Context: an optimization exercise on an open-source flow, tuned for small area, a short achievable clock period and few clock cycles. The choices shown serve that exercise and are no tape-out recipe.
Function was checked by simulation only, so behaviour that the tests miss may differ from the original.
Power and IR drop assume default switching activity.

[design.v]
module sam_pe (
    input             clk,
    input             rst,
    input             bus_valid,
    input             bus_write,
    input      [1:0]  bus_space,    
    input      [16:0] bus_addr,
    input      [31:0] bus_wdata,
    output            bus_ready,
    output reg        bus_rvalid,
    output reg [31:0] bus_rdata
);
    localparam S_IDLE  = 4'd0;
    localparam S_CWALK = 4'd1;    
    localparam S_ZWALK = 4'd2;    
    localparam S_ZFILL = 4'd3;    
    localparam S_CWA   = 4'd4;    
    localparam S_CWB   = 4'd5;    
    localparam S_PWAIT = 4'd6;    
    localparam S_DEC   = 4'd7;    
    localparam S_ENC   = 4'd8;    
    localparam S_CKU   = 4'd9;    
    localparam E_OK        = 4'd0;
    localparam E_MALFORMED = 4'd1;
    localparam E_TRUNC     = 4'd2;
    localparam E_CKSUM     = 4'd3;
    localparam E_OVERSIZE  = 4'd4;
    localparam E_SHORT     = 4'd5;
    localparam E_WIDTH     = 4'd6;
    localparam E_NOFRAME   = 4'd7;
    localparam E_BADCMD    = 4'd8;
    reg [3:0]  st;
    reg        busy;
    reg [3:0]  err;
    reg        rxok, match, navp;
    reg [16:0] maxlen;
    reg [16:0] txlen;
    reg [16:0] rxlen;
    reg [7:0]  txcls, txid;
    reg [15:0] txlenf;
    reg [7:0]  rxcls, rxid;
    reg [15:0] rxlenf;
    reg [31:0] fval;
    reg [4:0]  fmeta;
    reg [7:0]  cka, ckb;
    reg        ack_ack, ack_nak;
    reg [7:0]  ack_cls, ack_id;
    reg [15:0] nav_year;
    reg [7:0]  nav_month, nav_day, nav_hour, nav_minute, nav_second;
    reg [3:0]  nav_valid;
    reg [2:0]  nav_fixtype;
    reg [15:0] nav_fixflags;
    reg [7:0]  nav_numsv;
    reg [31:0] nav_lon, nav_lat, nav_height, nav_hmsl, nav_hacc, nav_vacc;
    reg [31:0] nav_veln, nav_vele, nav_veld, nav_gspeed, nav_headmot;
    reg [31:0] nav_sacc, nav_headacc, nav_headveh;
    reg [15:0] nav_magdec, nav_magacc;
    wire [1023:0] txbuf;
    wire [1023:0] rxbuf;
    reg [6:0]  tptr;        
    reg [15:0] tcnt;        
    reg [6:0]  dptr;        
    reg [1:0]  bleft;       
    reg [31:0] sh;          
    reg        dec_w, dec_s;
    reg [2:0]  dec_k;
    reg [7:0]  cku_b;
    reg        rxrd_q;
    reg [6:0]  rxrd_a;
    assign bus_ready = ~busy;
    wire acc      = bus_valid & ~busy;
    wire acc_wr   = acc & bus_write;
    wire acc_rd   = acc & ~bus_write;
    wire [7:0] rnum = bus_addr[7:0];
    wire reg_wr   = acc_wr & (bus_space == 2'd0);
    wire tx_hwr   = acc_wr & (bus_space == 2'd1);
    wire rx_hwr   = acc_wr & (bus_space == 2'd2);
    wire cmd_wr   = reg_wr & (rnum == 8'h00);
    function [7:0] rxb;
        input integer i;
        rxb = rxbuf[8*i +: 8];
    endfunction
    wire [31:0] c = bus_wdata;
    wire is_ckclr = (c == 32'h10000000);
    wire is_ckupd = (c[31:8] == 24'h110000);
    wire is_comp  = (c == 32'h20000000);
    wire is_compz = (c == 32'h21000000);
    wire is_parse = (c == 32'h30000000);
    wire is_match = ((c & 32'hFFFC0000) == 32'h31000000);
    wire is_dec   = ((c & 32'hFCF80000) == 32'h40000000);
    wire is_enc   = ((c & 32'hFDFF0000) == 32'h48000000);
    wire is_nav   = (c == 32'h50000000);
    wire is_ack   = (c == 32'h58000000);
    wire [15:0] c_off = c[15:0];
    wire        c_w4  = c[25];
    wire [16:0] c_end = {1'b0, c_off} + (c_w4 ? 17'd4 : 17'd2);
    wire [6:0]  c_pos = c_off[6:0] + 7'd6;
    wire [7:0] hA = txcls + txid + txlenf[7:0] + txlenf[15:8];
    wire [7:0] hB = {txcls[5:0], 2'b00} + {txid[6:0], 1'b0} + txid
                  + {txlenf[6:0], 1'b0} + txlenf[15:8];
    reg  [16:0] sptr;        
    reg         sinv;        
    wire [16:0] s_eff = sinv ? 17'd2 : sptr;
    wire        dec_act = (st == S_DEC);
    wire [6:0]  rx_pa = rxrd_q ? rxrd_a : (dec_act ? dptr : s_eff[6:0]);
    wire [7:0]  rx_pd = rxbuf[{rx_pa, 3'b000} +: 8];
    wire [6:0]  tx_pa = busy ? tptr : bus_addr[6:0];
    wire [7:0]  tx_pd = txbuf[{tx_pa, 3'b000} +: 8];
    reg         sv;          
    reg  [1:0]  scls;        
    reg  [7:0]  sq;
    reg  [7:0]  sA, sB, sRA, sRB;
    wire [15:0] rlen   = {rxb(5), rxb(4)};
    wire [16:0] r_cka  = {1'b0, rlen} + 17'd6;
    wire [16:0] r_end  = {1'b0, rlen} + 17'd8;
    wire        s_port = ~rxrd_q & ~dec_act;
    wire        s_rd   = s_port & (s_eff != r_end);
    wire        s_byp  = rx_hwr & (bus_addr[6:0] == s_eff[6:0]);
    wire        s_hit  = rx_hwr & ~sinv &
                         ((sptr > 17'd128) || (bus_addr[6:0] >= 7'd2 && {10'd0, bus_addr[6:0]} < sptr));
    wire        s_done = ~sinv & (sptr == r_end) & (~sv | (scls == 2'd2));
    wire [7:0]  s_rcb  = sv ? sq : sRB;
    wire        s_good = (sA == sRA) & (sB == s_rcb);
    always @(posedge clk) begin
        if (rst) begin
            sinv <= 1'b1;
            sv   <= 1'b0;
            sptr <= 17'd2;
        end else begin
            sinv <= s_hit;
            if (s_rd) begin
                sq   <= s_byp ? bus_wdata[7:0] : rx_pd;
                scls <= (s_eff < r_cka) ? 2'd0 : ((s_eff == r_cka) ? 2'd1 : 2'd2);
                sptr <= s_eff + 17'd1;
            end else begin
                sptr <= s_eff;
            end
            sv <= s_rd;
            if (sinv) begin
                sA <= 8'd0;
                sB <= 8'd0;
            end else if (sv) begin
                case (scls)
                    2'd0: begin sA <= sA + sq; sB <= sB + sA + sq; end
                    2'd1: sRA <= sq;
                    default: sRB <= sq;
                endcase
            end
        end
    end
    reg        eng_we;
    reg [7:0]  eng_wd;
    always @(*) begin
        eng_we = 1'b0;
        eng_wd = 8'h00;
        case (st)
            S_ZWALK, S_ZFILL: eng_we = 1'b1;
            S_CWA: begin eng_we = 1'b1; eng_wd = cka; end
            S_CWB: begin eng_we = 1'b1; eng_wd = ckb; end
            S_ENC: begin eng_we = 1'b1; eng_wd = sh[7:0]; end
            default: ;
        endcase
    end
    wire       tw_en = busy ? eng_we : tx_hwr;
    wire [7:0] tw_d  = busy ? eng_wd : bus_wdata[7:0];
    wire       hdr_we = (st == S_CWALK) || (st == S_ZWALK) || (st == S_CWA);
    wire [47:0] hdr = {txlenf[15:8], txlenf[7:0], txid, txcls, 8'h62, 8'hB5};
    genvar gi;
    generate
        for (gi = 0; gi < 128; gi = gi + 1) begin : g_buf
            reg [7:0] tq, rq;
            if (gi < 6) begin : g_hdr
                always @(posedge clk) begin
                    if (tw_en && tx_pa == gi)
                        tq <= tw_d;
                    else if (hdr_we)
                        tq <= hdr[8*gi +: 8];
                end
            end else begin : g_pl
                always @(posedge clk) begin
                    if (tw_en && tx_pa == gi)
                        tq <= tw_d;
                end
            end
            always @(posedge clk) begin
                if (rx_hwr && bus_addr[6:0] == gi)
                    rq <= bus_wdata[7:0];
            end
            assign txbuf[8*gi +: 8] = tq;
            assign rxbuf[8*gi +: 8] = rq;
        end
    endgenerate
    wire p_over  = rxlen > maxlen;
    wire p_sync  = (rxlen < 17'd2) || (rxb(0) != 8'hB5) || (rxb(1) != 8'h62);
    wire p_short = (rxlen < 17'd6) || (rxlen < r_end);
    wire [7:0] fixb = rxb(26);
    wire [2:0] fixcode = (fixb < 8'd6) ? fixb[2:0] : 3'd6;
    wire [7:0] w_a = cka + tx_pd;
    wire [7:0] w_b = ckb + cka + tx_pd;
    always @(posedge clk) begin
        if (rst) begin
            st       <= S_IDLE;
            busy     <= 1'b0;
            err      <= E_OK;
            rxok     <= 1'b0;
            match    <= 1'b0;
            navp     <= 1'b0;
            maxlen   <= 17'd1000;
            txlen    <= 17'd0;
            rxlen    <= 17'd0;
            txcls    <= 8'd0;
            txid     <= 8'd0;
            txlenf   <= 16'd0;
            rxcls    <= 8'd0;
            rxid     <= 8'd0;
            rxlenf   <= 16'd0;
            fval     <= 32'd0;
            fmeta    <= 5'd0;
            cka      <= 8'd0;
            ckb      <= 8'd0;
            ack_ack  <= 1'b0;
            ack_nak  <= 1'b0;
            ack_cls  <= 8'd0;
            ack_id   <= 8'd0;
        end else begin
            if (rx_hwr) rxok <= 1'b0;
            if (tx_hwr) txlen <= 17'd0;
            case (st)
            S_IDLE: begin
                if (reg_wr) begin
                    case (rnum)
                        8'h02: maxlen <= bus_wdata[16:0];
                        8'h04: begin rxlen <= bus_wdata[16:0]; rxok <= 1'b0; end
                        8'h08: begin txcls <= bus_wdata[7:0];  txlen <= 17'd0; end
                        8'h09: begin txid <= bus_wdata[7:0];   txlen <= 17'd0; end
                        8'h0A: begin txlenf <= bus_wdata[15:0]; txlen <= 17'd0; end
                        8'h0E: fval <= bus_wdata;
                        default: ;
                    endcase
                end
                if (cmd_wr) begin
                    if (is_ckclr) begin
                        cka <= 8'd0;
                        ckb <= 8'd0;
                        err <= E_OK;
                    end else if (is_ckupd) begin
                        cku_b <= c[7:0];
                        busy  <= 1'b1;
                        st    <= S_CKU;
                    end else if (is_comp || is_compz) begin
                        busy <= 1'b1;
                        tptr <= 7'd6;
                        tcnt <= txlenf;
                        if (txlenf == 16'd0) begin
                            cka <= hA;
                            ckb <= hB;
                            st  <= S_CWA;
                        end else if (is_comp) begin
                            cka <= hA;
                            ckb <= hB;
                            st  <= S_CWALK;
                        end else if (txlenf <= 16'd122) begin
                            cka <= hA;
                            ckb <= hB;
                            st  <= S_ZWALK;
                        end else begin
                            st  <= S_ZFILL;
                        end
                    end else if (is_parse) begin
                        if (p_over) begin
                            rxok <= 1'b0;
                            err  <= E_OVERSIZE;
                        end else if (p_sync) begin
                            rxok <= 1'b0;
                            err  <= E_MALFORMED;
                        end else if (p_short) begin
                            rxok <= 1'b0;
                            err  <= E_TRUNC;
                        end else if (s_done) begin
                            cka <= sA;
                            ckb <= sB;
                            if (s_good) begin
                                rxcls  <= rxb(2);
                                rxid   <= rxb(3);
                                rxlenf <= rlen;
                                rxok   <= 1'b1;
                                err    <= E_OK;
                            end else begin
                                rxok   <= 1'b0;
                                err    <= E_CKSUM;
                            end
                        end else begin
                            busy <= 1'b1;
                            st   <= S_PWAIT;
                        end
                    end else if (is_match) begin
                        if (!rxok) begin
                            err <= E_NOFRAME;
                        end else begin
                            match <= (!c[16] || rxcls == c[15:8]) && (!c[17] || rxid == c[7:0]);
                            err   <= E_OK;
                        end
                    end else if (is_dec) begin
                        if (!rxok) begin
                            err <= E_NOFRAME;
                        end else if (c_end > {1'b0, rxlenf}) begin
                            err <= E_WIDTH;
                        end else begin
                            dptr  <= c_pos;
                            bleft <= c_w4 ? 2'd3 : 2'd1;
                            dec_w <= c_w4;
                            dec_s <= c[24];
                            dec_k <= c[18:16];
                            busy  <= 1'b1;
                            st    <= S_DEC;
                        end
                    end else if (is_enc) begin
                        if (c_end > 17'd65535) begin
                            err <= E_WIDTH;
                        end else begin
                            tptr  <= c_pos;
                            bleft <= c_w4 ? 2'd3 : 2'd1;
                            sh    <= fval;
                            busy  <= 1'b1;
                            st    <= S_ENC;
                        end
                    end else if (is_nav) begin
                        if (!rxok) begin
                            err <= E_NOFRAME;
                        end else if (rxlenf < 16'd92) begin
                            err <= E_SHORT;
                        end else begin
                            navp <= 1'b1;
                            err  <= E_OK;
                        end
                    end else if (is_ack) begin
                        if (!rxok) begin
                            err <= E_NOFRAME;
                        end else if (rxlenf < 16'd2) begin
                            err <= E_SHORT;
                        end else begin
                            ack_ack <= (rxb(6) == 8'h01);
                            ack_nak <= (rxb(6) == 8'h00);
                            ack_cls <= rxb(6);
                            ack_id  <= rxb(7);
                            err     <= E_OK;
                        end
                    end else begin
                        err <= E_BADCMD;
                    end
                end
            end
            S_CKU: begin
                cka  <= cka + cku_b;
                ckb  <= ckb + cka + cku_b;
                err  <= E_OK;
                busy <= 1'b0;
                st   <= S_IDLE;
            end
            S_ZFILL: begin
                tptr <= tptr + 7'd1;
                tcnt <= tcnt - 16'd1;
                if (tcnt == 16'd1) begin
                    cka  <= hA;
                    ckb  <= hB;
                    tptr <= 7'd6;
                    tcnt <= txlenf;
                    st   <= S_CWALK;
                end
            end
            S_ZWALK: begin
                ckb  <= ckb + cka;
                tptr <= tptr + 7'd1;
                tcnt <= tcnt - 16'd1;
                if (tcnt == 16'd1) st <= S_CWA;
            end
            S_CWALK: begin
                cka  <= w_a;
                ckb  <= w_b;
                tptr <= tptr + 7'd1;
                tcnt <= tcnt - 16'd1;
                if (tcnt == 16'd1) st <= S_CWA;
            end
            S_CWA: begin
                tptr <= tptr + 7'd1;
                st   <= S_CWB;
            end
            S_CWB: begin
                txlen <= {1'b0, txlenf} + 17'd8;
                err   <= E_OK;
                busy  <= 1'b0;
                st    <= S_IDLE;
            end
            S_PWAIT: begin
                if (s_done) begin
                    cka <= sA;
                    ckb <= sB;
                    if (s_good) begin
                        rxcls  <= rxb(2);
                        rxid   <= rxb(3);
                        rxlenf <= rlen;
                        rxok   <= 1'b1;
                        err    <= E_OK;
                    end else begin
                        rxok   <= 1'b0;
                        err    <= E_CKSUM;
                    end
                    busy <= 1'b0;
                    st   <= S_IDLE;
                end
            end
            S_DEC: begin
                sh    <= {rx_pd, sh[31:8]};
                dptr  <= dptr + 7'd1;
                bleft <= bleft - 2'd1;
                if (bleft == 2'd0) begin
                    if (dec_w)
                        fval <= {rx_pd, sh[31:8]};
                    else if (dec_s)
                        fval <= {{16{rx_pd[7]}}, rx_pd, sh[31:24]};
                    else
                        fval <= {16'd0, rx_pd, sh[31:24]};
                    fmeta <= {dec_w, dec_s, dec_k};
                    err   <= E_OK;
                    busy  <= 1'b0;
                    st    <= S_IDLE;
                end
            end
            S_ENC: begin
                sh    <= {8'd0, sh[31:8]};
                tptr  <= tptr + 7'd1;
                bleft <= bleft - 2'd1;
                if (bleft == 2'd0) begin
                    txlen <= 17'd0;
                    err   <= E_OK;
                    busy  <= 1'b0;
                    st    <= S_IDLE;
                end
            end
            default: begin
                busy <= 1'b0;
                st   <= S_IDLE;
            end
            endcase
        end
    end
    wire nav_ld = cmd_wr & is_nav & rxok & (rxlenf >= 16'd92);
    always @(posedge clk) begin
        if (nav_ld) begin
            nav_year     <= {rxb(11), rxb(10)};
            nav_month    <= rxb(12);
            nav_day      <= rxb(13);
            nav_hour     <= rxb(14);
            nav_minute   <= rxb(15);
            nav_second   <= rxb(16);
            nav_valid    <= rxbuf[8*17 +: 4];
            nav_fixtype  <= fixcode;
            nav_fixflags <= {rxb(28), rxb(27)};
            nav_numsv    <= rxb(29);
            nav_lon      <= {rxb(33), rxb(32), rxb(31), rxb(30)};
            nav_lat      <= {rxb(37), rxb(36), rxb(35), rxb(34)};
            nav_height   <= {rxb(41), rxb(40), rxb(39), rxb(38)};
            nav_hmsl     <= {rxb(45), rxb(44), rxb(43), rxb(42)};
            nav_hacc     <= {rxb(49), rxb(48), rxb(47), rxb(46)};
            nav_vacc     <= {rxb(53), rxb(52), rxb(51), rxb(50)};
            nav_veln     <= {rxb(57), rxb(56), rxb(55), rxb(54)};
            nav_vele     <= {rxb(61), rxb(60), rxb(59), rxb(58)};
            nav_veld     <= {rxb(65), rxb(64), rxb(63), rxb(62)};
            nav_gspeed   <= {rxb(69), rxb(68), rxb(67), rxb(66)};
            nav_headmot  <= {rxb(73), rxb(72), rxb(71), rxb(70)};
            nav_sacc     <= {rxb(77), rxb(76), rxb(75), rxb(74)};
            nav_headacc  <= {rxb(81), rxb(80), rxb(79), rxb(78)};
            nav_headveh  <= {rxb(93), rxb(92), rxb(91), rxb(90)};
            nav_magdec   <= {rxb(95), rxb(94)};
            nav_magacc   <= {rxb(97), rxb(96)};
        end
    end
    reg [31:0] nav_rd;
    always @(*) begin
        case (rnum)
            8'h20: nav_rd = {16'd0, nav_year};
            8'h21: nav_rd = {24'd0, nav_month};
            8'h22: nav_rd = {24'd0, nav_day};
            8'h23: nav_rd = {24'd0, nav_hour};
            8'h24: nav_rd = {24'd0, nav_minute};
            8'h25: nav_rd = {24'd0, nav_second};
            8'h26: nav_rd = {28'd0, nav_valid};
            8'h27: nav_rd = {29'd0, nav_fixtype};
            8'h28: nav_rd = {16'd0, nav_fixflags};
            8'h29: nav_rd = {24'd0, nav_numsv};
            8'h2A: nav_rd = nav_lon;
            8'h2B: nav_rd = nav_lat;
            8'h2C: nav_rd = nav_height;
            8'h2D: nav_rd = nav_hmsl;
            8'h2E: nav_rd = nav_hacc;
            8'h2F: nav_rd = nav_vacc;
            8'h30: nav_rd = nav_veln;
            8'h31: nav_rd = nav_vele;
            8'h32: nav_rd = nav_veld;
            8'h33: nav_rd = nav_gspeed;
            8'h34: nav_rd = nav_headmot;
            8'h35: nav_rd = nav_sacc;
            8'h36: nav_rd = nav_headacc;
            8'h37: nav_rd = nav_headveh;
            8'h38: nav_rd = {{16{nav_magdec[15]}}, nav_magdec};
            8'h39: nav_rd = {16'd0, nav_magacc};
            default: nav_rd = 32'd0;
        endcase
    end
    reg [31:0] reg_rd;
    always @(*) begin
        case (rnum)
            8'h01: reg_rd = {25'd0, navp, match, rxok, err};
            8'h02: reg_rd = {15'd0, maxlen};
            8'h03: reg_rd = {15'd0, txlen};
            8'h04: reg_rd = {15'd0, rxlen};
            8'h08: reg_rd = {24'd0, txcls};
            8'h09: reg_rd = {24'd0, txid};
            8'h0A: reg_rd = {16'd0, txlenf};
            8'h0B: reg_rd = {24'd0, rxcls};
            8'h0C: reg_rd = {24'd0, rxid};
            8'h0D: reg_rd = {16'd0, rxlenf};
            8'h0E: reg_rd = fval;
            8'h0F: reg_rd = {27'd0, fmeta};
            8'h10: reg_rd = {24'd0, cka};
            8'h11: reg_rd = {24'd0, ckb};
            8'h12: reg_rd = {8'd0, ack_id, ack_cls, 6'd0, ack_nak, ack_ack};
            default: reg_rd = navp ? nav_rd : 32'd0;
        endcase
    end
    always @(posedge clk) begin
        if (rst) begin
            bus_rvalid <= 1'b0;
            rxrd_q     <= 1'b0;
        end else begin
            bus_rvalid <= (acc_rd & (bus_space != 2'd2)) | rxrd_q;
            rxrd_q     <= acc_rd & (bus_space == 2'd2);
        end
        rxrd_a <= bus_addr[6:0];
        if (rxrd_q)
            bus_rdata <= {24'd0, rx_pd};
        else
            case (bus_space)
                2'd0: bus_rdata <= reg_rd;
                2'd1: bus_rdata <= {24'd0, tx_pd};
                default: bus_rdata <= 32'd0;
            endcase
    end
endmodule
[run.sh]
#!/bin/bash
# synth_recipe.tcl (not shown) runs the flow's synth.tcl, then flattens the netlist and writes it again
# the make line also repeats each setting of config.mk as NAME=value (left out here)
make -C /OpenROAD-flow-scripts/flow DESIGN_CONFIG=/design/flow/config.mk WORK_HOME=/design/flow/orfs CLKGATE_MAP_FILE= SYNTH_SCRIPT=/design/flow/synth_recipe.tcl finish
[config.mk]
export PLATFORM = sky130hd
export DESIGN_NAME = sam_pe
export DESIGN_NICKNAME = sam_pe
export VERILOG_FILES = /design/flow/design.v
export SDC_FILE = /design/flow/constraint.sdc
export NUM_CORES = 4
export LEC_CHECK = 0
export CAP_MARGIN = 20
export CORE_MARGIN = 2
export CORE_UTILIZATION = 30
export PLACE_DENSITY = 0.5
export SLEW_MARGIN = 20
[constraint.sdc]
create_clock -name core_clock -period 10.0 [get_ports {clk}]
set_input_delay 2.0000 -clock core_clock [delete_from_list [all_inputs] [get_ports {clk}]]
set_output_delay 2.0000 -clock core_clock [all_outputs]
set_load 0.01 [all_outputs]
==> flow_metrics.env, run 1 <==
export IMPL_ctsHoldBuffers=0
export IMPL_cts_repair_resized=0
export IMPL_drive_above_1_share=0.138
export IMPL_yosysTopAreaCellShare=0.649
export IMPL_met2WireLength_um=221000
export IMPL_maxCapViolCount=0
export IMPL_clk_path_buf_depth=4
export IMPL_skew_ns=0.0697
export IMPL_worst_setup_path_end_kind="flip-flop"
export IMPL_p_leak_nw=47.4
export IMPL_clkTransAtPathRegs_ns=0.06
export IMPL_drc=0
export IMPL_clkSinkCount=2992
export IMPL_hold_class="flip-flop to flip-flop"
export IMPL_worst_slew_pin_slew_ns=1.30
export IMPL_dp_hpwl_um=343000
export IMPL_ir_drop_mv=0.140
export IMPL_drtAntennaViolNets=0
export IMPL_die_h_um=653
export IMPL_worst_skew_pair_late_latency_ns=0.94
export IMPL_post_drt_wl_per_cell_um=34.1
export IMPL_dr_total_vias=84582
export IMPL_synthTopCellsByArea="edfxtp_1, mux4_2, dfxtp_1, nand2_1, nor2_1"
export IMPL_yosys_area_share_adder=0.0197
export IMPL_crit_type="input pin to flip-flop"
export IMPL_io_buffers=79
export IMPL_antenna_found_initial=32
export IMPL_hold_ws_ns=0.438
export IMPL_grt_usage=0.228
export IMPL_die_area_sq_um=427000
export IMPL_fmax_mhz=122
export IMPL_place_congestion=0.982
export IMPL_core_area_sq_um=420000
export IMPL_final_util=0.345
export IMPL_yosys_warnings=1
export IMPL_fin_nets=9158
export IMPL_setup_violations=0
export IMPL_finalSetupTns_ns=0
export IMPL_min_period_ns=8.17
export IMPL_synth_edf_count=2734
export IMPL_relSlewSlack=0.130
export IMPL_ys_seq_area_frac=0.690
export IMPL_cts_tree="built"
export IMPL_grt_pass1_wl_um=681000
export IMPL_syn_nets=9006
export IMPL_area_growth_pct=14.6
export IMPL_yosys_most_used_dff="edfxtp_1"
export IMPL_synth_compound_area_frac=0.0796
export IMPL_start_kind="input pin"
export IMPL_final_area_sq_um=145000
export IMPL_p_per_area_nw_per_um2=189
export IMPL_drt_iter0_drc=13308
export IMPL_die_x_um=653
export IMPL_required_ns=10.73
export IMPL_cts_buffers=317
export IMPL_largest_registers="g_buf.rq: 1024 flops, g_buf.tq: 1024 flops"
export IMPL_syn_inst=8780
export IMPL_routed_top_layer="met5"
export IMPL_rows=238
export IMPL_ys_ff_latch=2992
export IMPL_wl_um=502000
export IMPL_finalMaxSlewViolations=0
export IMPL_yosys_area_share_simple=0.0988
export IMPL_netlist_cell_type_count=104
export IMPL_drt_met1_wl_um=197000
export IMPL_grt_ovfl_total=0
export IMPL_fin_crit_sh=0.817
export IMPL_crit_arrival_ns=8.90
export IMPL_status="no timing/DRC/antenna violations"
export IMPL_synth_mux_area_frac=0.0726
export IMPL_first_global_vias=80976
export IMPL_synth_area_sq_um=126000
export IMPL_synth_top_family_by_area="simple AND/OR/NAND/NOR gates"
export IMPL_placed_cell_area_sq_um=135000
export IMPL_cts_setup_buffers=0
export IMPL_vias_per_cell=5.75
export IMPL_async_flop_share=0
export IMPL_finalHoldViolCount=0
export IMPL_synthXorXnorAreaFrac=0.0152
export IMPL_drt_first_pass_iters=9
export IMPL_h_tree_depth=5
export IMPL_io_pins=89
export IMPL_yosys_area_top_type="edfxtp_1"
export IMPL_cts_root_buf="clkbuf_16"
export IMPL_postSynthAreaPerCell_sq_um=14.4
export IMPL_crit_fanout=47
export IMPL_met3_length_um=53000
export IMPL_rsz0062_at_grt="no"
export IMPL_grt_max_degree=129
export IMPL_initial_core_util=0.301
area by class of cell:
class                           count  area, sq um
Antenna cell                       14         35.0
Fill cell                       40407       275000
Multi-Input combinational cell   5118        36800
Sequential cell                  2992        87300
Clock inverter                    156         1580
Inverter                          105          414
Tap cell                         5520         6910
Clock buffer                      402         8510
Timing Repair Buffer              398         3490
report_power, final:
part	switching (mW)	internal, mW
combinational	1.35	0.570
clock	5.06	6.73
sequential	0.0335	13.7
path summary, 6_finish.rpt:
kind / from / endpoint / slack [ns] / cells after the start
min: g_buf[79].rq[0] / nav_headacc[8] / 0.44 / 0
max: bus_addr[1] / cka[7] / 1.83 / 22
max reg2reg: st[2] / fval[28] / 3.02 / 12
min reg2reg: g_buf[79].rq[0] / nav_headacc[8] / 0.44 / 0
through the flow:
step,setup WS (ns),cells,power [mW]
2_1_floorplan,-8.00,8780,15.0
3_3_place_gp,0.865,14129,15.9
3_5_place_dp,0.998,14133,15.9
4_1_cts,1.91,14691,27.6
5_1_grt,1.64,14692,28.1
6_report,1.83,14705,27.4
kinds of logic after synthesis:
| logic type | Yosys count |
|---|---|
| adder cells (fa/ha/maj) | 172 |
| AND/OR/NAND/NOR | 2777 |
| XOR/XNOR | 211 |
| buffers and inverters | 670 |
| multiplexers | 524 |
| flip-flops | 2992 |
| AO/OA/AOI/OAI | 1434 |
routing by layer:
| layer | track usage | vias up |
|---|---|---|
| met5 | 0 | - |
| met3 | 0.0520 | 1071 |
| li1 | - | 34289 |
| met1 | 0.306 | 43807 |
| met4 | 0.120 | 8 |
| met2 | 0.345 | 5407 |
cell usage after synthesis (12+ instances only):
cell          n
a211oi_1    111
a21o_1       45
a21oi_1     289
a221oi_1     77
a222oi_1     47
a22o_1       56
a22oi_1     243
a311oi_1     55
a31oi_1     100
a32oi_1      12
and3_1      143
buf_1        47
buf_2       103
buf_4        38
buf_6        21
clkbuf_1    348
dfxtp_1     258
edfxtp_1   2734
fa_1         45
ha_1        126
inv_1       104
mux2_2       20
mux2i_1     190
mux4_2      313
nand2_1    1209
nand2b_1     23
nand3_1     334
nand4_1     120
nor2_1      597
nor2b_1      48
nor3_1      124
nor4_1       49
o2111ai_1    12
o211ai_1     28
o21a_1       21
o21ai_0     182
o22ai_1      24
or2_2        15
or3_1        26
xnor2_1     128
xor2_1       78
critical path, cell delays in order:
cell and delay [ns]:
clkdlybuf4s50_1 1.13, mux2_8 0.66, mux4_2 0.30, nand2_1 0.06, and3_1 0.22, a311oi_1 0.41
a31oi_1 0.21, a221oi_1 0.47, a21o_1 0.16, o221ai_1 0.35, o21ai_0 0.66, ha_1 0.35
a21o_1 0.19, a21oi_1 0.23, nor2b_1 0.09, o21a_1 0.20, o41ai_1 0.33, xnor2_1 0.23
xnor2_1 0.16, o221ai_1 0.14, a211oi_1 0.25, nor3_1 0.08
cells in the final DEF, fill, tap and decap left out, drive strengths merged, types with 78 or more instances in the layout:
| master | netlist | routed |
|---|---|---|
| edfxtp | 2734 | 2734 |
| nand2 | 1210 | 1210 |
| nor2 | 598 | 598 |
| clkbuf | 348 | 403 |
| nand3 | 336 | 336 |
| buf | 217 | 327 |
| mux4 | 313 | 313 |
| a21oi | 289 | 289 |
| dfxtp | 258 | 258 |
| a22oi | 243 | 243 |
| mux2i | 190 | 190 |
| o21ai | 189 | 189 |
| and3 | 143 | 143 |
| xnor2 | 128 | 128 |
| nor3 | 127 | 127 |
| ha | 126 | 126 |
| nand4 | 120 | 120 |
| inv | 104 | 115 |
| a211oi | 113 | 113 |
| clkinv | 1 | 103 |
| a31oi | 100 | 100 |
| xor2 | 78 | 78 |
| a221oi | 78 | 78 |
Testbench counts, summed over its fixed seeds: cycles 32,487.
==> run 2: changes to the inputs <==
--- a/design.v
+++ b/design.v
@@ -13,12 +13,14 @@
     localparam S_IDLE  = 4'd0;
     localparam S_CWALK = 4'd1;    
-    localparam S_ZWALK = 4'd2;    
-    localparam S_ZFILL = 4'd3;    
-    localparam S_CWA   = 4'd4;    
-    localparam S_CWB   = 4'd5;    
-    localparam S_PWAIT = 4'd6;    
-    localparam S_DEC   = 4'd7;    
-    localparam S_ENC   = 4'd8;    
-    localparam S_CKU   = 4'd9;    
+    localparam S_CLAST = 4'd2;    
+    localparam S_ZWALK = 4'd3;    
+    localparam S_ZFILL = 4'd4;    
+    localparam S_CWA   = 4'd5;    
+    localparam S_CWB   = 4'd6;    
+    localparam S_PWAIT = 4'd7;    
+    localparam S_DEC   = 4'd8;    
+    localparam S_ENC   = 4'd9;    
+    localparam S_CKU   = 4'd10;   
+    localparam S_NAV   = 4'd11;   
     localparam E_OK        = 4'd0;
     localparam E_MALFORMED = 4'd1;
@@ -31,5 +33,5 @@
     localparam E_BADCMD    = 4'd8;
     reg [3:0]  st;
-    reg        busy;
+    reg        rdy;
     reg [3:0]  err;
     reg        rxok, match, navp;
@@ -60,14 +62,14 @@
     reg [6:0]  tptr;        
     reg [15:0] tcnt;        
-    reg [6:0]  dptr;        
-    reg [1:0]  bleft;       
-    reg [31:0] sh;          
+    reg        tv;          
+    reg [1:0]  bi;          
     reg        dec_w, dec_s;
     reg [2:0]  dec_k;
     reg [7:0]  cku_b;
     reg        rxrd_q;
-    reg [6:0]  rxrd_a;
-    assign bus_ready = ~busy;
-    wire acc      = bus_valid & ~busy;
+    reg        dec_act;     
+    reg [6:0]  rpa;         
+    assign bus_ready = rdy;
+    wire acc      = bus_valid & rdy;
     wire acc_wr   = acc & bus_write;
     wire acc_rd   = acc & ~bus_write;
@@ -95,16 +97,15 @@
     wire        c_w4  = c[25];
     wire [16:0] c_end = {1'b0, c_off} + (c_w4 ? 17'd4 : 17'd2);
+    wire        c_encbad = c_w4 ? (c_off > 16'd65531) : (c_off > 16'd65533);
     wire [6:0]  c_pos = c_off[6:0] + 7'd6;
     wire [7:0] hA = txcls + txid + txlenf[7:0] + txlenf[15:8];
     wire [7:0] hB = {txcls[5:0], 2'b00} + {txid[6:0], 1'b0} + txid
                   + {txlenf[6:0], 1'b0} + txlenf[15:8];
-    reg  [16:0] sptr;        
-    reg         sinv;        
-    wire [16:0] s_eff = sinv ? 17'd2 : sptr;
-    wire        dec_act = (st == S_DEC);
-    wire [6:0]  rx_pa = rxrd_q ? rxrd_a : (dec_act ? dptr : s_eff[6:0]);
-    wire [7:0]  rx_pd = rxbuf[{rx_pa, 3'b000} +: 8];
-    wire [6:0]  tx_pa = busy ? tptr : bus_addr[6:0];
+    wire       l_zero  = (txlenf == 16'd0);
+    wire       l_short = (txlenf <= 16'd121);
+    wire [7:0]  rx_pd = rxbuf[{rpa, 3'b000} +: 8];
+    wire [6:0]  tx_pa = rdy ? bus_addr[6:0] : tptr;
     wire [7:0]  tx_pd = txbuf[{tx_pa, 3'b000} +: 8];
+    reg  [16:0] sptr;        
     reg         sv;          
     reg  [1:0]  scls;        
@@ -114,28 +115,26 @@
     wire [16:0] r_cka  = {1'b0, rlen} + 17'd6;
     wire [16:0] r_end  = {1'b0, rlen} + 17'd8;
-    wire        s_port = ~rxrd_q & ~dec_act;
-    wire        s_rd   = s_port & (s_eff != r_end);
-    wire        s_byp  = rx_hwr & (bus_addr[6:0] == s_eff[6:0]);
-    wire        s_hit  = rx_hwr & ~sinv &
+    wire        s_rd   = ~rxrd_q & ~dec_act & (sptr != r_end);
+    wire        s_byp  = rx_hwr & (bus_addr[6:0] == sptr[6:0]);
+    wire        s_hit  = rx_hwr &
                          ((sptr > 17'd128) || (bus_addr[6:0] >= 7'd2 && {10'd0, bus_addr[6:0]} < sptr));
-    wire        s_done = ~sinv & (sptr == r_end) & (~sv | (scls == 2'd2));
+    wire [16:0] sptr_n = s_hit ? 17'd2 : (s_rd ? sptr + 17'd1 : sptr);
+    wire        s_done = (sptr == r_end) & (~sv | (scls == 2'd2));
     wire [7:0]  s_rcb  = sv ? sq : sRB;
     wire        s_good = (sA == sRA) & (sB == s_rcb);
     always @(posedge clk) begin
         if (rst) begin
-            sinv <= 1'b1;
             sv   <= 1'b0;
             sptr <= 17'd2;
+            sA   <= 8'd0;
+            sB   <= 8'd0;
         end else begin
-            sinv <= s_hit;
+            sptr <= sptr_n;
             if (s_rd) begin
                 sq   <= s_byp ? bus_wdata[7:0] : rx_pd;
-                scls <= (s_eff < r_cka) ? 2'd0 : ((s_eff == r_cka) ? 2'd1 : 2'd2);
-                sptr <= s_eff + 17'd1;
-            end else begin
-                sptr <= s_eff;
+                scls <= (sptr < r_cka) ? 2'd0 : ((sptr == r_cka) ? 2'd1 : 2'd2);
             end
-            sv <= s_rd;
-            if (sinv) begin
+            sv <= s_rd & ~s_hit;
+            if (s_hit) begin
                 sA <= 8'd0;
                 sB <= 8'd0;
@@ -151,5 +150,12 @@
     reg        eng_we;
     reg [7:0]  eng_wd;
+    reg [7:0]  fv_byte;
     always @(*) begin
+        case (bi)
+            2'd0: fv_byte = fval[7:0];
+            2'd1: fv_byte = fval[15:8];
+            2'd2: fv_byte = fval[23:16];
+            default: fv_byte = fval[31:24];
+        endcase
         eng_we = 1'b0;
         eng_wd = 8'h00;
@@ -158,12 +164,14 @@
             S_CWA: begin eng_we = 1'b1; eng_wd = cka; end
             S_CWB: begin eng_we = 1'b1; eng_wd = ckb; end
-            S_ENC: begin eng_we = 1'b1; eng_wd = sh[7:0]; end
+            S_ENC: begin eng_we = 1'b1; eng_wd = fv_byte; end
             default: ;
         endcase
     end
-    wire       tw_en = busy ? eng_we : tx_hwr;
-    wire [7:0] tw_d  = busy ? eng_wd : bus_wdata[7:0];
-    wire       hdr_we = (st == S_CWALK) || (st == S_ZWALK) || (st == S_CWA);
-    wire [47:0] hdr = {txlenf[15:8], txlenf[7:0], txid, txcls, 8'h62, 8'hB5};
+    wire       tw_eng = ~rdy & eng_we;
+    wire [7:0] tw_d   = rdy ? bus_wdata[7:0] : eng_wd;
+    wire       cmp_go = cmd_wr & (is_comp | is_compz);
+    wire       hdr_we = (cmp_go & l_short) | ((st == S_CWALK) & ~tv);
+    wire       ck0_we = cmp_go & l_zero;
+    wire [63:0] hdr = {hB, hA, txlenf[15:8], txlenf[7:0], txid, txcls, 8'h62, 8'hB5};
     genvar gi;
     generate
@@ -172,12 +180,19 @@
             if (gi < 6) begin : g_hdr
                 always @(posedge clk) begin
-                    if (tw_en && tx_pa == gi)
+                    if ((tx_hwr && bus_addr[6:0] == gi) || (tw_eng && tptr == gi))
                         tq <= tw_d;
                     else if (hdr_we)
                         tq <= hdr[8*gi +: 8];
                 end
+            end else if (gi < 8) begin : g_ck0
+                always @(posedge clk) begin
+                    if ((tx_hwr && bus_addr[6:0] == gi) || (tw_eng && tptr == gi))
+                        tq <= tw_d;
+                    else if (ck0_we)
+                        tq <= hdr[8*gi +: 8];
+                end
             end else begin : g_pl
                 always @(posedge clk) begin
-                    if (tw_en && tx_pa == gi)
+                    if ((tx_hwr && bus_addr[6:0] == gi) || (tw_eng && tptr == gi))
                         tq <= tw_d;
                 end
@@ -196,10 +211,11 @@
     wire [7:0] fixb = rxb(26);
     wire [2:0] fixcode = (fixb < 8'd6) ? fixb[2:0] : 3'd6;
-    wire [7:0] w_a = cka + tx_pd;
-    wire [7:0] w_b = ckb + cka + tx_pd;
+    wire [7:0] w_a = cka + bus_rdata[7:0];
+    wire [7:0] w_b = ckb + cka + bus_rdata[7:0];
     always @(posedge clk) begin
         if (rst) begin
             st       <= S_IDLE;
-            busy     <= 1'b0;
+            rdy      <= 1'b1;
+            tv       <= 1'b0;
             err      <= E_OK;
             rxok     <= 1'b0;
@@ -246,23 +262,27 @@
                     end else if (is_ckupd) begin
                         cku_b <= c[7:0];
-                        busy  <= 1'b1;
+                        rdy   <= 1'b0;
                         st    <= S_CKU;
                     end else if (is_comp || is_compz) begin
-                        busy <= 1'b1;
                         tptr <= 7'd6;
                         tcnt <= txlenf;
-                        if (txlenf == 16'd0) begin
-                            cka <= hA;
-                            ckb <= hB;
-                            st  <= S_CWA;
+                        tv   <= 1'b0;
+                        if (l_zero) begin
+                            cka   <= hA;
+                            ckb   <= hB;
+                            txlen <= 17'd8;
+                            err   <= E_OK;
                         end else if (is_comp) begin
                             cka <= hA;
                             ckb <= hB;
+                            rdy <= 1'b0;
                             st  <= S_CWALK;
-                        end else if (txlenf <= 16'd122) begin
+                        end else if (l_short) begin
                             cka <= hA;
                             ckb <= hB;
+                            rdy <= 1'b0;
                             st  <= S_ZWALK;
                         end else begin
+                            rdy <= 1'b0;
                             st  <= S_ZFILL;
                         end
@@ -291,6 +311,6 @@
                             end
                         end else begin
-                            busy <= 1'b1;
-                            st   <= S_PWAIT;
+                            rdy <= 1'b0;
+                            st  <= S_PWAIT;
                         end
                     end else if (is_match) begin
@@ -307,20 +327,19 @@
                             err <= E_WIDTH;
                         end else begin
-                            dptr  <= c_pos;
-                            bleft <= c_w4 ? 2'd3 : 2'd1;
+                            bi    <= 2'd0;
                             dec_w <= c_w4;
                             dec_s <= c[24];
                             dec_k <= c[18:16];
-                            busy  <= 1'b1;
+                            rdy   <= 1'b0;
                             st    <= S_DEC;
                         end
                     end else if (is_enc) begin
-                        if (c_end > 17'd65535) begin
+                        if (c_encbad) begin
                             err <= E_WIDTH;
                         end else begin
                             tptr  <= c_pos;
-                            bleft <= c_w4 ? 2'd3 : 2'd1;
-                            sh    <= fval;
-                            busy  <= 1'b1;
+                            bi    <= 2'd0;
+                            dec_w <= c_w4;
+                            rdy   <= 1'b0;
                             st    <= S_ENC;
                         end
@@ -333,4 +352,6 @@
                             navp <= 1'b1;
                             err  <= E_OK;
+                            rdy  <= 1'b0;
+                            st   <= S_NAV;
                         end
                     end else if (is_ack) begin
@@ -352,9 +373,13 @@
             end
             S_CKU: begin
-                cka  <= cka + cku_b;
-                ckb  <= ckb + cka + cku_b;
-                err  <= E_OK;
-                busy <= 1'b0;
-                st   <= S_IDLE;
+                cka <= cka + cku_b;
+                ckb <= ckb + cka + cku_b;
+                err <= E_OK;
+                rdy <= 1'b1;
+                st  <= S_IDLE;
+            end
+            S_NAV: begin
+                rdy <= 1'b1;
+                st  <= S_IDLE;
             end
             S_ZFILL: begin
@@ -376,9 +401,18 @@
             end
             S_CWALK: begin
-                cka  <= w_a;
-                ckb  <= w_b;
+                if (tv) begin
+                    cka <= w_a;
+                    ckb <= w_b;
+                end
+                tv   <= 1'b1;
                 tptr <= tptr + 7'd1;
                 tcnt <= tcnt - 16'd1;
-                if (tcnt == 16'd1) st <= S_CWA;
+                if (tcnt == 16'd1) st <= S_CLAST;
+            end
+            S_CLAST: begin
+                cka <= w_a;
+                ckb <= w_b;
+                tv  <= 1'b0;
+                st  <= S_CWA;
             end
             S_CWA: begin
@@ -389,5 +423,5 @@
                 txlen <= {1'b0, txlenf} + 17'd8;
                 err   <= E_OK;
-                busy  <= 1'b0;
+                rdy   <= 1'b1;
                 st    <= S_IDLE;
             end
@@ -406,46 +440,44 @@
                         err    <= E_CKSUM;
                     end
-                    busy <= 1'b0;
-                    st   <= S_IDLE;
+                    rdy <= 1'b1;
+                    st  <= S_IDLE;
                 end
             end
             S_DEC: begin
-                sh    <= {rx_pd, sh[31:8]};
-                dptr  <= dptr + 7'd1;
-                bleft <= bleft - 2'd1;
-                if (bleft == 2'd0) begin
-                    if (dec_w)
-                        fval <= {rx_pd, sh[31:8]};
-                    else if (dec_s)
-                        fval <= {{16{rx_pd[7]}}, rx_pd, sh[31:24]};
-                    else
-                        fval <= {16'd0, rx_pd, sh[31:24]};
+                case (bi)
+                    2'd0: fval[7:0]   <= rx_pd;
+                    2'd1: fval[15:8]  <= rx_pd;
+                    2'd2: fval[23:16] <= rx_pd;
+                    default: fval[31:24] <= rx_pd;
+                endcase
+                bi   <= bi + 2'd1;
+                if (bi == 2'd3 || (!dec_w && bi == 2'd1)) begin
+                    if (!dec_w)
+                        fval[31:16] <= dec_s ? {16{rx_pd[7]}} : 16'd0;
                     fmeta <= {dec_w, dec_s, dec_k};
                     err   <= E_OK;
-                    busy  <= 1'b0;
+                    rdy   <= 1'b1;
                     st    <= S_IDLE;
                 end
             end
             S_ENC: begin
-                sh    <= {8'd0, sh[31:8]};
-                tptr  <= tptr + 7'd1;
-                bleft <= bleft - 2'd1;
-                if (bleft == 2'd0) begin
+                tptr <= tptr + 7'd1;
+                bi   <= bi + 2'd1;
+                if (bi == 2'd3 || (!dec_w && bi == 2'd1)) begin
                     txlen <= 17'd0;
                     err   <= E_OK;
-                    busy  <= 1'b0;
+                    rdy   <= 1'b1;
                     st    <= S_IDLE;
                 end
             end
             default: begin
-                busy <= 1'b0;
-                st   <= S_IDLE;
+                rdy <= 1'b1;
+                st  <= S_IDLE;
             end
             endcase
         end
     end
-    wire nav_ld = cmd_wr & is_nav & rxok & (rxlenf >= 16'd92);
     always @(posedge clk) begin
-        if (nav_ld) begin
+        if (st == S_NAV) begin
             nav_year     <= {rxb(11), rxb(10)};
             nav_month    <= rxb(12);
@@ -529,4 +561,5 @@
         endcase
     end
+    wire rx_rd_go = acc_rd & (bus_space == 2'd2);
     always @(posedge clk) begin
         if (rst) begin
@@ -535,15 +568,32 @@
         end else begin
             bus_rvalid <= (acc_rd & (bus_space != 2'd2)) | rxrd_q;
-            rxrd_q     <= acc_rd & (bus_space == 2'd2);
+            rxrd_q     <= rx_rd_go;
         end
-        rxrd_a <= bus_addr[6:0];
         if (rxrd_q)
             bus_rdata <= {24'd0, rx_pd};
+        else if (!rdy || bus_space == 2'd1)
+            bus_rdata <= {24'd0, tx_pd};
+        else if (bus_space == 2'd0)
+            bus_rdata <= reg_rd;
         else
-            case (bus_space)
-                2'd0: bus_rdata <= reg_rd;
-                2'd1: bus_rdata <= {24'd0, tx_pd};
-                default: bus_rdata <= 32'd0;
-            endcase
+            bus_rdata <= 32'd0;
+    end
+    wire dec_go   = cmd_wr & is_dec & rxok & ~(c_end > {1'b0, rxlenf});
+    wire dec_more = dec_act & ~(bi == 2'd3 || (!dec_w && bi == 2'd1));
+    always @(posedge clk) begin
+        if (rst)
+            dec_act <= 1'b0;
+        else
+            dec_act <= dec_go | dec_more;
+        if (rst)
+            rpa <= 7'd2;
+        else if (rx_rd_go)
+            rpa <= bus_addr[6:0];
+        else if (dec_go)
+            rpa <= c_pos;
+        else if (dec_more)
+            rpa <= rpa + 7'd1;
+        else
+            rpa <= sptr_n[6:0];
     end
 endmodule
--- a/config.mk
+++ b/config.mk
@@ -8,5 +8,6 @@
 export CAP_MARGIN = 20
 export CORE_MARGIN = 2
-export CORE_UTILIZATION = 30
-export PLACE_DENSITY = 0.5
+export CORE_UTILIZATION = 50
+export PLACE_DENSITY = 0.65
+export SETUP_SLACK_MARGIN = 5
 export SLEW_MARGIN = 20
==> flow_metrics.env, run 2 <==
export IMPL_status="no timing/DRC/antenna violations"
export IMPL_p_per_area_nw_per_um2=189
export IMPL_cpMaxStageDelayCell="o211ai_1"
export IMPL_grt_max_degree=161
export IMPL_first_global_vias=76316
export IMPL_finalHoldViolCount=0
export IMPL_io_buffers=79
export IMPL_postSynthAreaPerCell_sq_um=15.8
export IMPL_crit_buf_inv=4
export IMPL_place_congestion=1.02
export IMPL_cts_buffers=325
export IMPL_setup_violations=0
export IMPL_ctsHoldBuffers=0
export IMPL_hold_class="flip-flop to flip-flop"
export IMPL_cp_top_family="compound AO/OA/AOI/OAI gates"
export IMPL_worst_slew_pin_slew_ns=1.29
export IMPL_yosysTopAreaCellShare=0.641
export IMPL_vias_per_cell=6.90
export IMPL_core_area_sq_um=249000
export IMPL_final_fill_count=19503
export IMPL_required_ns=10.78
export IMPL_clk_path_buf_depth=4
export IMPL_clkSinkCount=2954
export IMPL_drt_iter0_drc=13911
export IMPL_crit_type="input pin to flip-flop"
export IMPL_cts_root_buf="clkbuf_16"
export IMPL_start_kind="input pin"
export IMPL_h_tree_depth=5
export IMPL_relSlewSlack=0.128
export IMPL_yosys_area_share_adder=0.0209
export IMPL_slowest_delay_ns=0.53
export IMPL_drtAntennaViolNets=0
export IMPL_crit_chain="clkdlybuf4s50_1, buf_6, nand4bb_2, buf_12, nor2_2, buf_4, a22oi_2, o211ai_1, a211o_1, a211oi_1, o22ai_1, a311o_1"
export IMPL_clkTransAtPathRegs_ns=0.06
export IMPL_finalMaxSlewViolations=0
export IMPL_crit_arrival_ns=5.99
export IMPL_yosys_most_used_dff="edfxtp_1"
export IMPL_final_common_cell="edfxtp_1"
export IMPL_final_cells=11693
export IMPL_synthXorXnorAreaFrac=0.0128
export IMPL_post_drt_wl_per_cell_um=38.4
export IMPL_cts_tree="built"
export IMPL_ys_ff_latch=2954
export IMPL_finalSetupTns_ns=0
export IMPL_min_period_ns=5.21
export IMPL_synth_most_common_cell="edfxtp_1"
export IMPL_synth_area_sq_um=125000
export IMPL_syn_nets=8178
export IMPL_worst_setup_path_end_kind="flip-flop"
export IMPL_synth_common_cells="edfxtp_1, nand2_1, nor2_1"
export IMPL_die_x_um=505
export IMPL_area_growth_pct=12.5
export IMPL_grt_ovfl_total=0
export IMPL_wl_um=449000
export IMPL_antenna_found_initial=27
export IMPL_grt_pass1_wl_um=612000
export IMPL_yosys_area_share_simple=0.0666
export IMPL_place_inst=11079
export IMPL_synth_edf_count=2679
export IMPL_netlist_cell_type_count=120
export IMPL_fin_nets=8346
export IMPL_power_mw=26.7
export IMPL_yosys_warnings=1
export IMPL_largest_registers="g_buf.rq: 1024 flops, g_buf.tq: 1024 flops"
export IMPL_dp_hpwl_um=300000
export IMPL_syn_inst=7940
export IMPL_crit_fanout=30
export IMPL_synth_top_family_by_area="multiplexers"
export IMPL_drt_first_pass_iters=10
export IMPL_grt_usage=0.345
export IMPL_worst_skew_pair_late_latency_ns=0.99
export IMPL_synthTopCellsByArea="edfxtp_1, mux4_2, dfxtp_1, mux2i_1, nand2_1"
export IMPL_skew_ns=0.119
export IMPL_initial_core_util=0.504
export IMPL_layout_common_cells="edfxtp_1, nand2_1, nor2_1"
export IMPL_rows=183
export IMPL_final_util=0.567
export IMPL_maxCapViolCount=0
export IMPL_die_area_sq_um=255000
export IMPL_synth_compound_area_frac=0.0816
export IMPL_fin_crit_sh=0.521
export IMPL_hold_ws_ns=0.422
export IMPL_drive_above_1_share=0.175
export IMPL_fmax_mhz=192
export IMPL_ir_drop_mv=0.193
export IMPL_dr_total_vias=80696
export IMPL_drc=0
export IMPL_ys_seq_area_frac=0.685
export IMPL_io_pins=89
export IMPL_yosys_area_top_type="edfxtp_1"
export IMPL_async_flop_share=0
export IMPL_p_leak_nw=45.9
export IMPL_synth_mux_area_frac=0.107
export IMPL_rsz0062_at_grt="yes"
export IMPL_die_h_um=505
[run 2: changes by cell type after synthesis, moves of 51 or more]
| cell | before | now |
|---|---|---|
| edfxtp_1 | 2734 | 2679 |
| mux2i_1 | 190 | 257 |
| nand2_1 | 1209 | 621 |
| o21ai_0 | 182 | 131 |
| and3_1 | 143 | 61 |
| clkbuf_1 | 348 | 276 |
| mux4_2 | 313 | 430 |
| a31oi_1 | 100 | 46 |
| nand3_1 | 334 | 186 |
| nor2_1 | 597 | 528 |
| a211oi_1 | 111 | 38 |
| o22ai_1 | 24 | 138 |
[run 2: layer usage]
layer	up-vias	share of wire	track usage
li1	32095	-	-
met1	41102	0.36	0.461
met2	6195	0.43	0.501
met3	1294	0.14	0.109
met4	10	0.069	0.194
met5	-	0.00070	0.00713
[run 2: kinds of logic (layout without fill, tap and decap cells)]
family,count (synthesis),after routing
AOI/OAI and AO/OA,1447,1447
other,0,15
DFF,2954,2954
buffers and inverters,627,1035
and+or+nand+nor,1804,1804
muxes,745,745
adders and majority gates,183,183
xor gates and xnor gates,180,180
[run 2: worst register-to-register path, delay by kind of cell (launching register included)]
family	cells	cell delay, ns
compound gates	6	2.51
buf+inv	2	1.02
flops	1	0.74
simple gates	2	0.53
[run 2: stage by stage]
step	worst slack [ns]	cell area, sq um
after floorplan	0.643	126000
after global placement	3.10	130000
after detailed placement	3.02	130000
after CTS	4.74	141000
after global routing	4.89	141000
final	4.79	141000
[run 2: power breakdown]
part,switching [mW],internal (mW)
registers,0.0618,13.4
clock network,4.89,6.67
logic,1.12,0.566
[run 2: timing repair]
action,4_1_cts,5_1_grt
resized for setup,92,69
setup endpoints to repair,679,434
buffers inserted,11,15
cloned,1,1
hold endpoints to repair,0,0
pin swaps,6,8
[run 2: cell type report]
cell class	instances	area, sq um	area share
flip-flops and latches	2954	86000	0.609
multi-input cells	4359	37300	0.264
clock buffers	411	8690	0.0615
well taps	3330	4170	0.0295
repair buffers	349	3260	0.0231
clock inverters	156	1320	0.00932
inverters	119	467	0.00331
diodes	15	37.5	0.000266
[run 2: final timing paths]
path | from | end | slack [ns] | cells past startpoint
max | bus_addr[3] | bus_rdata[0] | 4.79 | 12
min | g_buf[64].rq[6] | nav_veld[22] | 0.42 | 0
max reg2reg | rpa[0] | sq[6] | 4.99 | 10
min reg2reg | g_buf[64].rq[6] | nav_veld[22] | 0.42 | 0
Testbench counts of run 2, summed over its fixed seeds: cycles 32,373.
==> run 3: changes to the inputs <==
==> flow/run.sh (new file) <==
#!/bin/bash
# Standard ORFS layout, with timing repair aimed at a setup margin of 6.5 ns
# (the clock and the constraints are the standard flow's own, unchanged).
set -o pipefail
bash standard.sh SETUP_SLACK_MARGIN=6.5 finish > make_finish.log 2>&1
rc=$?
tail -n 30 make_finish.log
exit $rc
==> standard.sh (new file) <==
#!/bin/bash
# synth_recipe.tcl (not shown) runs the flow's synth.tcl, then flattens the netlist and writes it again
# the make line also repeats each setting of config.mk as NAME=value (left out here)
make -C /OpenROAD-flow-scripts/flow DESIGN_CONFIG=/design/flow/config.mk WORK_HOME=/design/flow/orfs CLKGATE_MAP_FILE= SYNTH_SCRIPT=/design/flow/synth_recipe.tcl "${@:-finish}"
--- a/config.mk
+++ b/config.mk
@@ -10,4 +10,3 @@
 export CORE_UTILIZATION = 50
 export PLACE_DENSITY = 0.65
-export SETUP_SLACK_MARGIN = 5
 export SLEW_MARGIN = 20
removed: run.sh
==> flow_metrics.env, run 3 <==
export IMPL_min_period_ns=4.58
export IMPL_grt_max_degree=185
export IMPL_ir_drop_mv=0.150
export IMPL_rsz0062_at_grt="yes"
export IMPL_clkTransAtPathRegs_ns=0.07
export IMPL_r2r_end="st[2]"
export IMPL_cts_buffers=323
export IMPL_holdPathStages=0
export IMPL_grtUsageMet1=0.478
export IMPL_synth_common_cells="edfxtp_1, nand2_1, nor2_1"
export IMPL_largest_registers="g_buf.rq: 1024 flops, g_buf.tq: 1024 flops"
export IMPL_final_common_cell="edfxtp_1"
export IMPL_wl_um=498000
export IMPL_postSynthAreaPerCell_sq_um=15.8
export IMPL_antenna_found_initial=43
export IMPL_cts_tree="built"
export IMPL_clk_path_buf_depth=4
export IMPL_final_fill_count=17416
export IMPL_drc=0
export IMPL_worst_skew_pair_late_latency_ns=1.01
export IMPL_layout_common_cells="edfxtp_1, nand2_1, buf_4"
export IMPL_synth_edf_count=2679
export IMPL_synthTopCellsByArea="edfxtp_1, mux4_2, dfxtp_1, mux2i_1, nand2_1"
export IMPL_die_x_um=505
export IMPL_yosys_warnings=1
export IMPL_hp_start="g_buf[55].rq[3]"
export IMPL_crit_arrival_ns=5.47
export IMPL_area_growth_pct=24.7
export IMPL_r2r_start="g_buf[4].rq[4]"
export IMPL_maxCapViolCount=0
export IMPL_ctsHoldBuffers=0
export IMPL_post_drt_wl_per_cell_um=40.3
export IMPL_rows=183
export IMPL_finalSetupTns_ns=0
export IMPL_top_usage_layer="met2"
export IMPL_h_tree_depth=5
export IMPL_p_leak_nw=52.1
export IMPL_synth_area_sq_um=125000
export IMPL_power_mw=27.6
export IMPL_place_congestion=1.02
export IMPL_drive_above_1_share=0.316
export IMPL_start_kind="input pin"
export IMPL_p_per_area_nw_per_um2=177
export IMPL_drtAntennaViolNets=0
export IMPL_setup_violations=0
export IMPL_drt_iter0_drc=16219
export IMPL_use_met3=0.148
export IMPL_relSlewSlack=0.0700
export IMPL_crit_fanout=4
export IMPL_rrSetupSlack_ns=6.02
export IMPL_hold_class="flip-flop to flip-flop"
export IMPL_synth_most_common_cell="edfxtp_1"
export IMPL_async_flop_share=0
export IMPL_finalMaxSlewViolations=0
export IMPL_die_area_sq_um=255000
export IMPL_grt_usage=0.376
export IMPL_syn_inst=7940
export IMPL_fmax_mhz=218
export IMPL_finalHoldViolCount=0
export IMPL_grt_pass1_wl_um=664000
export IMPL_cts_root_buf="clkbuf_16"
export IMPL_worst_setup_path_end_kind="flip-flop"
export IMPL_netlist_cell_type_count=120
export IMPL_die_h_um=505
export IMPL_yosysTopAreaCellShare=0.641
export IMPL_fin_crit_sh=0.458
export IMPL_gr_usage_met2=0.536
export IMPL_required_ns=10.89
export IMPL_ys_ff_latch=2954
export IMPL_clkSinkCount=2954
export IMPL_hold_path_endpoint="nav_veln[11]"
export IMPL_crit_type="input pin to flip-flop"
export IMPL_final_util=0.628
export IMPL_first_global_vias=81396
export IMPL_skew_ns=0.0750
export IMPL_grt_ovfl_total=0
export IMPL_core_area_sq_um=249000
export IMPL_syn_nets=8178
export IMPL_dr_total_vias=87476
export IMPL_drt_first_pass_iters=8
export IMPL_status="no timing/DRC/antenna violations"
export IMPL_ys_seq_area_frac=0.685
export IMPL_worst_slew_pin_slew_ns=1.39
export IMPL_r2r_worst_path_cells=16
export IMPL_dp_hpwl_um=297000
export IMPL_io_buffers=79
export IMPL_vias_per_cell=7.07
export IMPL_fin_nets=9024
export IMPL_io_pins=89
export IMPL_yosys_area_top_type="edfxtp_1"
export IMPL_initial_core_util=0.504
export IMPL_yosys_most_used_dff="edfxtp_1"
-- run 3: cell counts after synthesis --
No cell type changed its count.
-- run 3: metrics by stage --
step,std cells,hold WS [ns],cell area (sq um),setup WS (ns)
after CTS,12143,0.418,152000,5.50
after global routing,12360,0.432,156000,5.35
after detailed placement,11077,0.428,130000,2.89
after global placement,11074,0.421,130000,2.89
after floorplan,7940,0.417,126000,0.643
final,12374,0.419,156000,5.42
-- run 3: worst max path at each step --
stage / slack (ns) / from / endpoint
after global placement: 2.89 / bus_addr[6] / bus_rdata[7]
final: 5.42 / bus_wdata[25] / rpa[5]
after detailed placement: 2.89 / bus_addr[6] / bus_rdata[7]
after floorplan: 0.64 / st[1] / nav_day[0]
after CTS: 5.50 / bus_wdata[25] / rpa[5]
after global routing: 5.35 / bus_wdata[25] / st[1]
-- run 3: what timing repair did --
item                                     CTS  global route
cloned                                    63            14
endpoints found under the setup margin  3448          2238
gates resized for setup                 1524           435
pin swaps                                318           212
buffers inserted                         439           190
-- run 3: cell type report --
| class | count | area, sq um | share of cell area |
|---|---|---|---|
| sequential | 2954 | 86000 | 0.550 |
| multi-input combinational | 4364 | 42500 | 0.272 |
| timing repair buffer | 1024 | 13000 | 0.0831 |
| clock buffer | 390 | 8490 | 0.0542 |
| tap | 3330 | 4170 | 0.0266 |
| clock inverter | 174 | 1690 | 0.0108 |
| inverter | 119 | 500 | 0.00320 |
| antenna | 19 | 47.5 | 0.000304 |
-- run 3: cell families after synthesis --
group	Yosys count	share of synthesized area
flops	2954	0.685
mux	745	0.107
fa+ha+maj	183	0.0209
buf+inv	627	0.0265
xor+xnor	180	0.0128
simple gates	1804	0.0666
compound gates	1447	0.0816
-- run 3: critical path, stage by stage --
cell and delay (ns):
buf_6 0.08, buf_12 0.13, clkinv_8 0.05, ha_4 0.15
fa_2 0.42, buf_4 0.17, xor2_1 0.14, ha_1 0.34
a21oi_2 0.15, a21boi_0 0.10, o31a_1 0.31, o31ai_4 0.32
nand2_4 0.12, or3_4 0.41, mux2i_2 0.25, nor2_1 0.09
a211oi_2 0.22
-- run 3: where the power goes --
| part | leakage, nW | internal (mW) | switching [mW] | total (mW) |
|---|---|---|---|---|
| clock network | 5.00 | 6.85 | 4.98 | 11.8 |
| logic | 20.7 | 0.886 | 1.43 | 2.31 |
| registers | 26.4 | 13.4 | 0.0486 | 13.5 |
-- run 3: routing by layer --
layer | vias to the layer above | wire length, um
met4 | 44 | 42800
met3 | 2129 | 79000
met1 | 43819 | 167000
li1 | 33529 | -
met2 | 7955 | 209000
met5 | - | 307

==> separate check: timing with driven ports <==
Ports are ideal in the flow. The routed layouts listed here were re-timed in OpenROAD.
Step 1 (the two cells are an assumption about what drives the block):
set clk [get_ports {clk}]
set_driving_cell -lib_cell sky130_fd_sc_hd__clkbuf_16 $clk
set_driving_cell -lib_cell sky130_fd_sc_hd__buf_2 [delete_from_list [all_inputs] $clk]
Step 2 times the ports against the registers' clock, not the clock port: input delays grow and output delays shrink by t, the midpoint of the rising clock arrivals with the driver on.
a / b / c = ideal / step 1 / step 2; a / b = the first two.
run | shift t [ns] | setup WS [ns] | worst setup path after step 2 | clock arrival spread, ns | worst slew at a driven data input, ns
run 1 | 0.995 | 1.830 / 1.909 / 0.913 | input to register | 0.092 / 0.091 | 0.10
run 2 | 1.024 | 4.786 / 4.820 / 3.797 | input to register | 0.121 / 0.121 | 0.24
run 3 | 1.050 | 5.418 / 5.223 / 4.173 | input to register | 0.109 / 0.109 | 0.44
After both steps every run listed still meets setup and hold. For run 3, which loses most, drivers alone change the setup slack by -0.195 ns; drivers and shift together by -1.245 ns.
